Context: an optimization exercise on an open-source flow, tuned for small area. The choices shown serve that exercise and are no tape-out recipe. At most, simulation tests tie the RTL to the original design; equivalence was not proved. Power is estimated from default activity; no workload was simulated.

Setup of birch:
## fli_dec
module fli_dec (
    input  wire        clk,
    input  wire        rst,           
    input  wire        host_we,
    input  wire [2:0]  host_addr,     
    input  wire [31:0] host_wdata,
    output wire [5:0]  status,        
    output wire [1:0]  ctrl,          
    output wire [31:0] ip,
    output wire [31:0] errcode,
    input  wire        s_valid,
    input  wire [7:0]  s_data,
    input  wire        s_err,         
    input  wire [31:0] s_errcode,
    output wire        s_ready,
    output reg         fb_we,
    output wire        fb_wbank,
    output wire [15:0] fb_waddr,
    output reg  [7:0]  fb_wdata,
    output wire        fb_re,
    output wire        fb_rbank,
    output wire [15:0] fb_raddr,
    input  wire [7:0]  fb_rdata,
    output reg         pal_we,
    output wire        pal_wbank,
    output wire [9:0]  pal_waddr,
    output reg  [7:0]  pal_wdata,
    output wire        pal_re,
    output wire        pal_rbank,
    output wire [9:0]  pal_raddr,
    input  wire [7:0]  pal_rdata
);
Size: roughly 1600 cells after synthesis.
clock: 11.0 ns
lec_check: 0
cap_margin: 20
core_margin: 2
core_utilization: 65
cts_buf_list: sky130_fd_sc_hd__clkbuf_4
place_density: 0.8
slew_margin: 20
standard.sh (not shown) runs the stock make flow with config.mk's settings and CLKGATE_MAP_FILE= SYNTH_SCRIPT=/design/flow/synth_recipe.tcl, a recipe that flattens the netlist after the stock synthesis.
==> flow/flow/run.sh <==
#!/bin/bash
# Layout flow: the standard flow (standard.sh), with these changes.
#  1. Synthesis is the standard synthesis script (synth_recipe.tcl) with
#     three changes for area: ABC maps the logic with an area-oriented script
#     (abc_area.script); adders are left as logic for ABC instead of being
#     mapped to full/half adder cells first (ADDER_MAP_FILE empty); and no
#     buffers are added to pass-through wires (placement buffers every port
#     anyway).  None of these touches the registers: names, count and cells
#     are the standard synthesis's.
#  2. The port buffers that placement inserts are sky130_fd_sc_hd__buf_1.
#  3. Clock tree synthesis uses clkbuf_4 buffers, clusters of up to 6
#     registers and no dummy loads.
# Each step's full output is in synth.log / layout.log here, and ORFS's own
# logs are under orfs/logs/.
set -euo pipefail
flow_dir=$(cd "$(dirname "${BASH_SOURCE[0]}")" && pwd)
export FLOW_ABC_SCRIPT="$flow_dir/abc_area.script"
export FLOW_STD_SYNTH="$PWD/synth_recipe.tcl"
knobs=("SYNTH_SCRIPT=$flow_dir/synth.tcl"
       "ADDER_MAP_FILE="
       "SYNTH_INSBUF=0"
       "BUFFER_PORTS_ARGS=-buffer_cell sky130_fd_sc_hd__buf_1"
       "CTS_ARGS=-sink_clustering_enable -repair_clock_nets -dont_use_dummy_load -sink_clustering_size 6 -sink_clustering_max_diameter 80 -buf_list sky130_fd_sc_hd__clkbuf_4")
bash standard.sh "${knobs[@]}" synth > synth.log 2>&1
bash standard.sh "${knobs[@]}" finish > layout.log 2>&1
==> flow/flow/abc_area.script <==
&get -n
&st
&deepsyn -T 30
&dch
&nf -a -R 1000
&put
strash
&get -n
&st
&deepsyn -T 30
&dch
&nf -a -R 1000
&put
topo
==> flow/flow/synth.tcl <==
# The standard synthesis (synth_recipe.tcl), with ABC's technology mapping
# run with an area-oriented script; nothing else changes
proc abc {args} {
  set i [lsearch -exact $args -script]
  if { $i >= 0 } { lset args [expr {$i + 1}] $::env(FLOW_ABC_SCRIPT) }
  puts "abc with area script: $args"
  yosys abc {*}$args
}
source $::env(FLOW_STD_SYNTH)
The log for birch ends in global routing with error GRT-0232, so the run never completed.
Input changes introduced in pine (baseline for comparison: birch):
- a change of CORE_UTILIZATION from 65 to 58
==> run notes <==
Ran to the end and failed final checks on negative setup slack: pine.
| height of the die | lower: birch |
pine against birch: horizontal die dimension has increased, final weighted congestion of routability-driven global placement has increased, net count after synthesis has increased, fraction of the mapped netlist area in compound gates has decreased.
Relative to birch, pine degrades area after synthesis.
Function was not checked in any run of this note: the RTL went through the layout flow alone.

## the baseline
Another version of the RTL of fli_dec (not shown whole).
For scale: ~210 flip-flops.
clock: 11.0 ns
lec_check: 0
cap_margin: 0
core_margin: 2
core_utilization: 40
cts_buf_list: sky130_fd_sc_hd__clkbuf_2
gpl_timing_driven: 0
slew_margin: 0
run.sh (not shown) runs the stock make flow with config.mk's settings and CLKGATE_MAP_FILE= SYNTH_SCRIPT=/design/flow/synth_recipe.tcl, a recipe that flattens the netlist after the stock synthesis.
Stock flow here: none of the scripts above is used.
The baseline: full flow OK, the timing, design-rule and antenna checks passed
#### Input delta (the candidate over the baseline)
# the baseline
export LEC_CHECK = 0
export CAP_MARGIN = 0
export CORE_MARGIN = 2
export CORE_UTILIZATION = 40
export CTS_BUF_LIST = sky130_fd_sc_hd__clkbuf_2
export GPL_TIMING_DRIVEN = 0
export SLEW_MARGIN = 0
create_clock -name core_clock -period 11.0 [get_ports {clk}]
# the candidate
export LEC_CHECK = 0
export CAP_MARGIN = 20
export CORE_MARGIN = 2
export CORE_UTILIZATION = 40
export CTS_BUF_LIST = sky130_fd_sc_hd__clkbuf_4
export GPL_TIMING_DRIVEN = 0
export SLEW_MARGIN = 20
create_clock -name core_clock -period 11.0 [get_ports {clk}]
==> comparison <==
- The final reports for the candidate and the baseline show part of the power in the clock network higher in the former.
- Standard cell area after detailed placement essentially unchanged between the baseline and the candidate.
- Between the candidate and the baseline, the footprint of the multi-input gates does not differ in any meaningful way.
- Summary — achievable frequency, the candidate relative to the baseline: lower, by 2.2 MHz.
- Non-filler instance count after layout: the baseline vs the candidate — no meaningful difference
No run of this note included a check of the RTL's function; only the layout flow was run.

Setup of garnet:
fli_dec, a different RTL version from the one above (not shown whole).
Size in the first run: roughly 1500 cells after synthesis, about 230 flip-flops, about 250 I/O pins.
Settings: LEC_CHECK=0, CAP_MARGIN=20, CORE_MARGIN=2, CORE_UTILIZATION=40, CTS_BUF_LIST=sky130_fd_sc_hd__clkbuf_4, SLEW_MARGIN=20; clock period 11.0 ns.
standard.sh (not shown) runs the stock make flow with config.mk's settings and CLKGATE_MAP_FILE= SYNTH_SCRIPT=/design/flow/synth_recipe.tcl, a recipe that flattens the netlist after the stock synthesis.
==> flow/flow/run.sh <==
#!/bin/bash
# Layout flow: the standard flow (standard.sh), with these changes.
#  1. Synthesis is the standard synthesis script (synth_recipe.tcl) with
#     two changes for area: ABC maps the logic with an area-oriented script
#     (abc_area.script), and Yosys builds carry chains as ripple chains
#     (lcu_ripple.v) instead of Kogge-Stone trees.  Neither touches the
#     registers: names, count and cells are the standard synthesis's.
#  2. The port buffers that placement inserts are sky130_fd_sc_hd__buf_1.
#  3. Clock tree synthesis uses clkbuf_4 buffers and no dummy loads.
# Each step's full output is in synth.log / layout.log here, and ORFS's own
# logs are under orfs/logs/.
set -euo pipefail
flow_dir=$(cd "$(dirname "${BASH_SOURCE[0]}")" && pwd)
export FLOW_ABC_SCRIPT="$flow_dir/abc_area.script"
export FLOW_STD_SYNTH="$PWD/synth_recipe.tcl"
knobs=("SYNTH_SCRIPT=$flow_dir/synth.tcl"
       "SYNTH_OPERATIONS_ARGS=-extra-map $flow_dir/lcu_ripple.v"
       "BUFFER_PORTS_ARGS=-buffer_cell sky130_fd_sc_hd__buf_1"
       "CTS_ARGS=-sink_clustering_enable -repair_clock_nets -dont_use_dummy_load -buf_list sky130_fd_sc_hd__clkbuf_4")
bash standard.sh "${knobs[@]}" synth > synth.log 2>&1
bash standard.sh "${knobs[@]}" finish > layout.log 2>&1
==> flow/flow/abc_area.script <==
&get -n
&st
&deepsyn -T 30
&dch
&nf -a -R 1000
&put
topo
==> flow/flow/lcu_ripple.v <==
// Ripple carry chain for Yosys's $lcu (carry lookahead unit): the smallest
// form, for an area-oriented synthesis
(* techmap_celltype = "$lcu" *)
module _70_lcu_ripple (P, G, CI, CO);
	parameter WIDTH = 2;

	(* force_downto *)
	input [WIDTH-1:0] P, G;
	input CI;

	(* force_downto *)
	output [WIDTH-1:0] CO;

	integer i;
	(* force_downto *)
	reg [WIDTH-1:0] g;

	wire [1023:0] _TECHMAP_DO_ = "proc; opt -fast";

	always @* begin
		g = G;
		g[0] = g[0] | (P[0] & CI);
		for (i = 1; i < WIDTH; i = i + 1)
			g[i] = g[i] | P[i] & g[i - 1];
	end

	assign CO = g;
endmodule
Scripts as last shown in full above: flow/flow/synth.tcl
[inputs] nickel vs garnet
-- flow/config.mk --
<<< garnet, line 10
export CORE_UTILIZATION = 40
>>> nickel, line 10
export CORE_UTILIZATION = 65
<<< garnet, line 12
>>> nickel, line 12
export PLACE_DENSITY = 0.8
Results
Diff garnet -> nickel: core occupancy in the finished layout went up 28 points; maximum frequency went down 0.78%.
On design area, garnet loses to nickel.

fli_dec again, from the RTL that the note above started with.
Settings: LEC_CHECK=0, CAP_MARGIN=20, CORE_MARGIN=2, CORE_UTILIZATION=40, CTS_BUF_LIST=sky130_fd_sc_hd__clkbuf_4, GPL_TIMING_DRIVEN=0, SLEW_MARGIN=20; clock period 11.0 ns.
==> flow/flow/run.sh <==
#!/bin/bash
# Layout flow: the standard flow (standard.sh), with these changes.
#  1. Synthesis is the standard synthesis script (synth_recipe.tcl) with
#     two changes for area: ABC maps the logic with an area-oriented script
#     (abc_area.script), and Yosys builds carry chains as ripple chains
#     (lcu_ripple.v) instead of Kogge-Stone trees.  Neither touches the
#     registers: names, count and cells are the standard synthesis's.
#  2. The port buffers that placement inserts are sky130_fd_sc_hd__buf_1.
#  3. Clock tree synthesis uses clkbuf_4 buffers and no dummy loads.
# Each step's full output is in synth.log / layout.log here, and ORFS's own
# logs are under orfs/logs/.
set -euo pipefail
flow_dir=$(cd "$(dirname "${BASH_SOURCE[0]}")" && pwd)
export FLOW_ABC_SCRIPT="$flow_dir/abc_area.script"
export FLOW_STD_SYNTH="$PWD/synth_recipe.tcl"
knobs=("SYNTH_SCRIPT=$flow_dir/synth.tcl"
       "SYNTH_OPERATIONS_ARGS=-extra-map $flow_dir/lcu_ripple.v"
       "SYNTH_INSBUF=0"
       "BUFFER_PORTS_ARGS=-buffer_cell sky130_fd_sc_hd__buf_1"
       "CTS_ARGS=-sink_clustering_enable -repair_clock_nets -dont_use_dummy_load -buf_list sky130_fd_sc_hd__clkbuf_4")
bash standard.sh "${knobs[@]}" synth > synth.log 2>&1
bash standard.sh "${knobs[@]}" finish > layout.log 2>&1
Scripts as last shown in full above: flow/flow/abc_area.script, flow/flow/lcu_ripple.v, flow/flow/synth.tcl
Edit:
--- a/flow/flow/run.sh
+++ b/flow/flow/run.sh
@@ -17,5 +17,4 @@
        "SYNTH_OPERATIONS_ARGS=-extra-map $flow_dir/lcu_ripple.v"
-       "SYNTH_INSBUF=0"
        "BUFFER_PORTS_ARGS=-buffer_cell sky130_fd_sc_hd__buf_1"
-       "CTS_ARGS=-sink_clustering_enable -repair_clock_nets -dont_use_dummy_load -buf_list sky130_fd_sc_hd__clkbuf_4")
+       "CTS_ARGS=-sink_clustering_enable -repair_clock_nets -dont_use_dummy_load -sink_clustering_size 8 -sink_clustering_max_diameter 80 -buf_list sky130_fd_sc_hd__clkbuf_4")
 bash standard.sh "${knobs[@]}" synth > synth.log 2>&1
Settings changed: GPL_TIMING_DRIVEN 0 to unset.
Result:
- hold slack is better by 0.010 ns
- die area rises by a few percent
- fmax barely changes
- wire length stays flat
- worst setup slack is better by 0.013 ns
- total power came out lower by a few percent
- core utilization falls by 1.8 points

P:
fli_dec, a different RTL version from the one above (not shown whole).
For scale: ~230 flip-flops, about 250 I/O pins, roughly 15000 µm² of cells after synthesis.
clock: 11.0 ns
lec_check: 0
cap_margin: 20
core_margin: 2
core_utilization: 65
cts_buf_list: sky130_fd_sc_hd__clkbuf_4
place_density: 0.8
slew_margin: 20
==> flow/flow/run.sh <==
#!/bin/bash
# Layout flow: the standard flow (standard.sh), with these changes.
#  1. Synthesis is the standard synthesis script (synth_recipe.tcl) with
#     two changes for area: ABC maps the logic with an area-oriented script
#     (abc_area.script), and Yosys builds carry chains as ripple chains
#     (lcu_bk.v) instead of Kogge-Stone trees.  Neither touches the
#     registers: names, count and cells are the standard synthesis's.
#  2. The port buffers that placement inserts are sky130_fd_sc_hd__buf_1.
#  3. Clock tree synthesis uses clkbuf_4 buffers, clusters of up to 6
#     registers and no dummy loads.
#  4. No buffers are added to pass-through wires in synthesis (placement
#     buffers every port anyway).
# Each step's full output is in synth.log / layout.log here, and ORFS's own
# logs are under orfs/logs/.
set -euo pipefail
flow_dir=$(cd "$(dirname "${BASH_SOURCE[0]}")" && pwd)
export FLOW_ABC_SCRIPT="$flow_dir/abc_area.script"
export FLOW_STD_SYNTH="$PWD/synth_recipe.tcl"
knobs=("SYNTH_SCRIPT=$flow_dir/synth.tcl"
       "SYNTH_OPERATIONS_ARGS=-extra-map $flow_dir/lcu_bk.v"
       "SYNTH_INSBUF=0"
       "BUFFER_PORTS_ARGS=-buffer_cell sky130_fd_sc_hd__buf_1"
       "CTS_ARGS=-sink_clustering_enable -repair_clock_nets -dont_use_dummy_load -sink_clustering_size 6 -sink_clustering_max_diameter 80 -buf_list sky130_fd_sc_hd__clkbuf_4")
bash standard.sh "${knobs[@]}" synth > synth.log 2>&1
bash standard.sh "${knobs[@]}" finish > layout.log 2>&1
==> flow/flow/lcu_bk.v <==
(* techmap_celltype = "$lcu" *)
module _70_lcu_brent_kung (P, G, CI, CO);
	parameter WIDTH = 2;

	(* force_downto *)
	input [WIDTH-1:0] P, G;
	input CI;

	(* force_downto *)
	output [WIDTH-1:0] CO;

	integer i, j;
	(* force_downto *)
	reg [WIDTH-1:0] p, g;

	wire [1023:0] _TECHMAP_DO_ = "proc; opt -fast";

	always @* begin
		p = P;
		g = G;

		// in almost all cases CI will be constant zero
		g[0] = g[0] | (p[0] & CI);

		// [[CITE]] Brent Kung Adder
		// R. P. Brent and H. T. Kung, "A Regular Layout for Parallel Adders",
		// IEEE Transaction on Computers, Vol. C-31, No. 3, p. 260-264, March, 1982

		// Main tree
		for (i = 1; i <= $clog2(WIDTH); i = i+1) begin
			for (j = 2**i - 1; j < WIDTH; j = j + 2**i) begin
				g[j] = g[j] | p[j] & g[j - 2**(i-1)];
				p[j] = p[j] & p[j - 2**(i-1)];
			end
		end

		// Inverse tree
		for (i = $clog2(WIDTH); i > 0; i = i-1) begin
			for (j = 2**i + 2**(i-1) - 1; j < WIDTH; j = j + 2**i) begin
				g[j] = g[j] | p[j] & g[j - 2**(i-1)];
				p[j] = p[j] & p[j - 2**(i-1)];
			end
		end
	end

	assign CO = g;
endmodule
Scripts as last shown in full above: flow/flow/abc_area.script, flow/flow/synth.tcl
P completed; timing, DRC and antenna clean
[inputs] Q vs P
diff --git a/flow/flow/run.sh b/flow/flow/run.sh
--- a/flow/flow/run.sh
+++ b/flow/flow/run.sh
@@ -3,6 +3,8 @@
 #  1. Synthesis is the standard synthesis script (synth_recipe.tcl) with
-#     two changes for area: ABC maps the logic with an area-oriented script
-#     (abc_area.script), and Yosys builds carry chains as ripple chains
-#     (lcu_bk.v) instead of Kogge-Stone trees.  Neither touches the
-#     registers: names, count and cells are the standard synthesis's.
+#     three changes for area: ABC maps the logic with an area-oriented script
+#     (abc_area.script); adders are left as logic for ABC instead of being
+#     mapped to full/half adder cells first (ADDER_MAP_FILE empty); and no
+#     buffers are added to pass-through wires (placement buffers every port
+#     anyway).  None of these touches the registers: names, count and cells
+#     are the standard synthesis's.
 #  2. The port buffers that placement inserts are sky130_fd_sc_hd__buf_1.
@@ -10,4 +12,2 @@
 #     registers and no dummy loads.
-#  4. No buffers are added to pass-through wires in synthesis (placement
-#     buffers every port anyway).
 # Each step's full output is in synth.log / layout.log here, and ORFS's own
@@ -19,3 +19,3 @@
 knobs=("SYNTH_SCRIPT=$flow_dir/synth.tcl"
-       "SYNTH_OPERATIONS_ARGS=-extra-map $flow_dir/lcu_bk.v"
+       "ADDER_MAP_FILE="
        "SYNTH_INSBUF=0"
==> flow/flow/abc_area.script <==
&get -n
&st
&deepsyn -T 30
&dch
&nf -a -R 1000
&put
strash
&get -n
&st
&deepsyn -T 30
&dch
&nf -a -R 1000
&put
topo
removed: flow/flow/lcu_bk.v
--- outcome ---
- Compared Q vs P, and clock network power share is down in Q.
- Of the two candidates, P has the better first-iteration DRC count and Q the worse one.
- P vs Q, start point of the critical path: width[6]$_DFFE_PP_ vs s_data[3]
- Comparing Q and P, the higher total chip power is on Q.
- From P to Q the numbers moved as follows: maximum frequency decreased 0.0063 GHz; final standard cell utilization of the core increased 1.4 points.
- Compared with P, Q shows a lower die height.
What R does differently from Q at the input level:
diff --git a/flow/flow/run.sh b/flow/flow/run.sh
--- a/flow/flow/run.sh
+++ b/flow/flow/run.sh
@@ -3,8 +3,6 @@
 #  1. Synthesis is the standard synthesis script (synth_recipe.tcl) with
-#     three changes for area: ABC maps the logic with an area-oriented script
-#     (abc_area.script); adders are left as logic for ABC instead of being
-#     mapped to full/half adder cells first (ADDER_MAP_FILE empty); and no
-#     buffers are added to pass-through wires (placement buffers every port
-#     anyway).  None of these touches the registers: names, count and cells
-#     are the standard synthesis's.
+#     two changes for area: ABC maps the logic with an area-oriented script
+#     (abc_area.script), and Yosys builds carry chains as ripple chains
+#     (lcu_ripple.v) instead of Kogge-Stone trees.  Neither touches the
+#     registers: names, count and cells are the standard synthesis's.
 #  2. The port buffers that placement inserts are sky130_fd_sc_hd__buf_1.
@@ -12,2 +10,4 @@
 #     registers and no dummy loads.
+#  4. No buffers are added to pass-through wires in synthesis (placement
+#     buffers every port anyway).
 # Each step's full output is in synth.log / layout.log here, and ORFS's own
@@ -19,3 +19,3 @@
 knobs=("SYNTH_SCRIPT=$flow_dir/synth.tcl"
-       "ADDER_MAP_FILE="
+       "SYNTH_OPERATIONS_ARGS=-extra-map $flow_dir/lcu_ripple.v"
        "SYNTH_INSBUF=0"
==> flow/flow/abc_area.script <==
&get -n
&st
&deepsyn -T 30
&dch
&nf -a -R 1000
&put
topo
==> flow/flow/lcu_ripple.v (new file) <==
// Ripple carry chain for Yosys's $lcu (carry lookahead unit): the smallest
// form, for an area-oriented synthesis
(* techmap_celltype = "$lcu" *)
module _70_lcu_ripple (P, G, CI, CO);
	parameter WIDTH = 2;

	(* force_downto *)
	input [WIDTH-1:0] P, G;
	input CI;

	(* force_downto *)
	output [WIDTH-1:0] CO;

	integer i;
	(* force_downto *)
	reg [WIDTH-1:0] g;

	wire [1023:0] _TECHMAP_DO_ = "proc; opt -fast";

	always @* begin
		g = G;
		g[0] = g[0] | (P[0] & CI);
		for (i = 1; i < WIDTH; i = i + 1)
			g[i] = g[i] | P[i] & g[i - 1];
	end

	assign CO = g;
endmodule
Notes after the runs:
In the reports for Q and R, the larger clock power belongs to Q.
Re combinational power: Q was higher than R.
For the total power density per cell area, R came in about 16% lower than Q did.
Critical setup path kind = input port to flip-flop: Q; critical setup path kind = flip-flop to flip-flop: R
Going from Q to R, the die area was enlarged.
R ended up with width[9]$_DFFE_PP_ as its start point of the critical path; Q ended up with s_data[3].
Compared with Q, in R multi-input logic cell count fell 274; wire length of the first global-routing pass has increased; multi-input logic portion of the cell area has decreased; count of cells resized by post-cts repair has increased.
--- input diff R..S ---
diff --git a/flow/flow/run.sh b/flow/flow/run.sh
--- a/flow/flow/run.sh
+++ b/flow/flow/run.sh
@@ -3,6 +3,8 @@
 #  1. Synthesis is the standard synthesis script (synth_recipe.tcl) with
-#     two changes for area: ABC maps the logic with an area-oriented script
-#     (abc_area.script), and Yosys builds carry chains as ripple chains
-#     (lcu_ripple.v) instead of Kogge-Stone trees.  Neither touches the
-#     registers: names, count and cells are the standard synthesis's.
+#     three changes for area: ABC maps the logic with an area-oriented script
+#     (abc_area.script); adders are left as logic for ABC instead of being
+#     mapped to full/half adder cells first (ADDER_MAP_FILE empty); and no
+#     buffers are added to pass-through wires (placement buffers every port
+#     anyway).  None of these touches the registers: names, count and cells
+#     are the standard synthesis's.
 #  2. The port buffers that placement inserts are sky130_fd_sc_hd__buf_1.
@@ -10,4 +12,2 @@
 #     registers and no dummy loads.
-#  4. No buffers are added to pass-through wires in synthesis (placement
-#     buffers every port anyway).
 # Each step's full output is in synth.log / layout.log here, and ORFS's own
@@ -19,3 +19,3 @@
 knobs=("SYNTH_SCRIPT=$flow_dir/synth.tcl"
-       "SYNTH_OPERATIONS_ARGS=-extra-map $flow_dir/lcu_ripple.v"
+       "ADDER_MAP_FILE="
        "SYNTH_INSBUF=0"
removed: flow/flow/lcu_ripple.v
Results
From R to S the numbers moved as follows: synthesized cell count shows an increase of 212; width of the die shows a reduction of about 0.9%; portion of total power attributed to combinational logic shows an increase of 2.3 points; routed length on met3 shows a reduction of 560 µm; clock insertion delay at the later pin of the skew report shows an increase of 0.04 ns.
S vs R on time the worst path needs with I/O delays and setup: S is the lower one.
Number of cell instances on the worst register-to-register path (lower): S

separate check: timing with driven ports:
How much do the figures lean on ideal ports? The routed layouts below were timed once more, with nothing changed but the port constraints.
Step 1 (the two cells are an assumption about what drives the block):
set clk [get_ports {clk}]
set_driving_cell -lib_cell sky130_fd_sc_hd__clkbuf_16 $clk
set_driving_cell -lib_cell sky130_fd_sc_hd__buf_2 [delete_from_list [all_inputs] $clk]
Step 2 moves the port delays by t, midway between the first and last clock arrival at a register: inputs arrive t later, outputs are due t later. That takes back most of the time a late clock gives input paths.
a / b / c = ideal ports / drivers / drivers and shift; a / b = the first two.
run | t, ns | setup WS [ns] | hold WS [ns] | worst setup path after step 2 | worst slew at a driven data input, ns
pine | 0.673 | -0.119 / -0.119 / -0.119 | 0.457 / 0.457 / 0.457 | register to register | 0.09
the baseline | 1.020 | 0.562 / 0.562 / 0.562 | 0.461 / 0.461 / 0.461 | register to register | 0.09
the candidate | 0.828 | 0.313 / 0.271 / 0.531 | 0.453 / 0.453 / 0.453 | register to register | 0.10
garnet | 0.740 | 0.589 / 0.589 / 0.463 | 0.453 / 0.453 / 0.453 | input to register | 0.08
nickel | 0.675 | 0.508 / 0.508 / 0.508 | 0.462 / 0.462 / 0.462 | register to register | 0.08
the first run of note 4 | 0.736 | 0.458 / 0.458 / 0.022 | 0.453 / 0.453 / 0.453 | input to register | 0.05
the second run of note 4 | 0.740 | 0.471 / 0.471 / 0.471 | 0.463 / 0.463 / 0.463 | register to register | 0.08
P | 0.703 | 1.298 / 1.298 / 1.298 | 0.458 / 0.458 / 0.458 | register to register | 0.08
Q | 0.664 | 0.668 / 0.682 / 0.018 | 0.455 / 0.455 / 0.455 | input to register | 0.07
R | 0.667 | 0.434 / 0.434 / 0.434 | 0.470 / 0.470 / 0.470 | register to register | 0.05
S | 0.684 | 1.252 / 1.279 / 0.594 | 0.461 / 0.461 / 0.461 | input to register | 0.06
For S, which loses most, drivers alone change the setup slack by +0.027 ns; drivers and shift together by -0.658 ns.
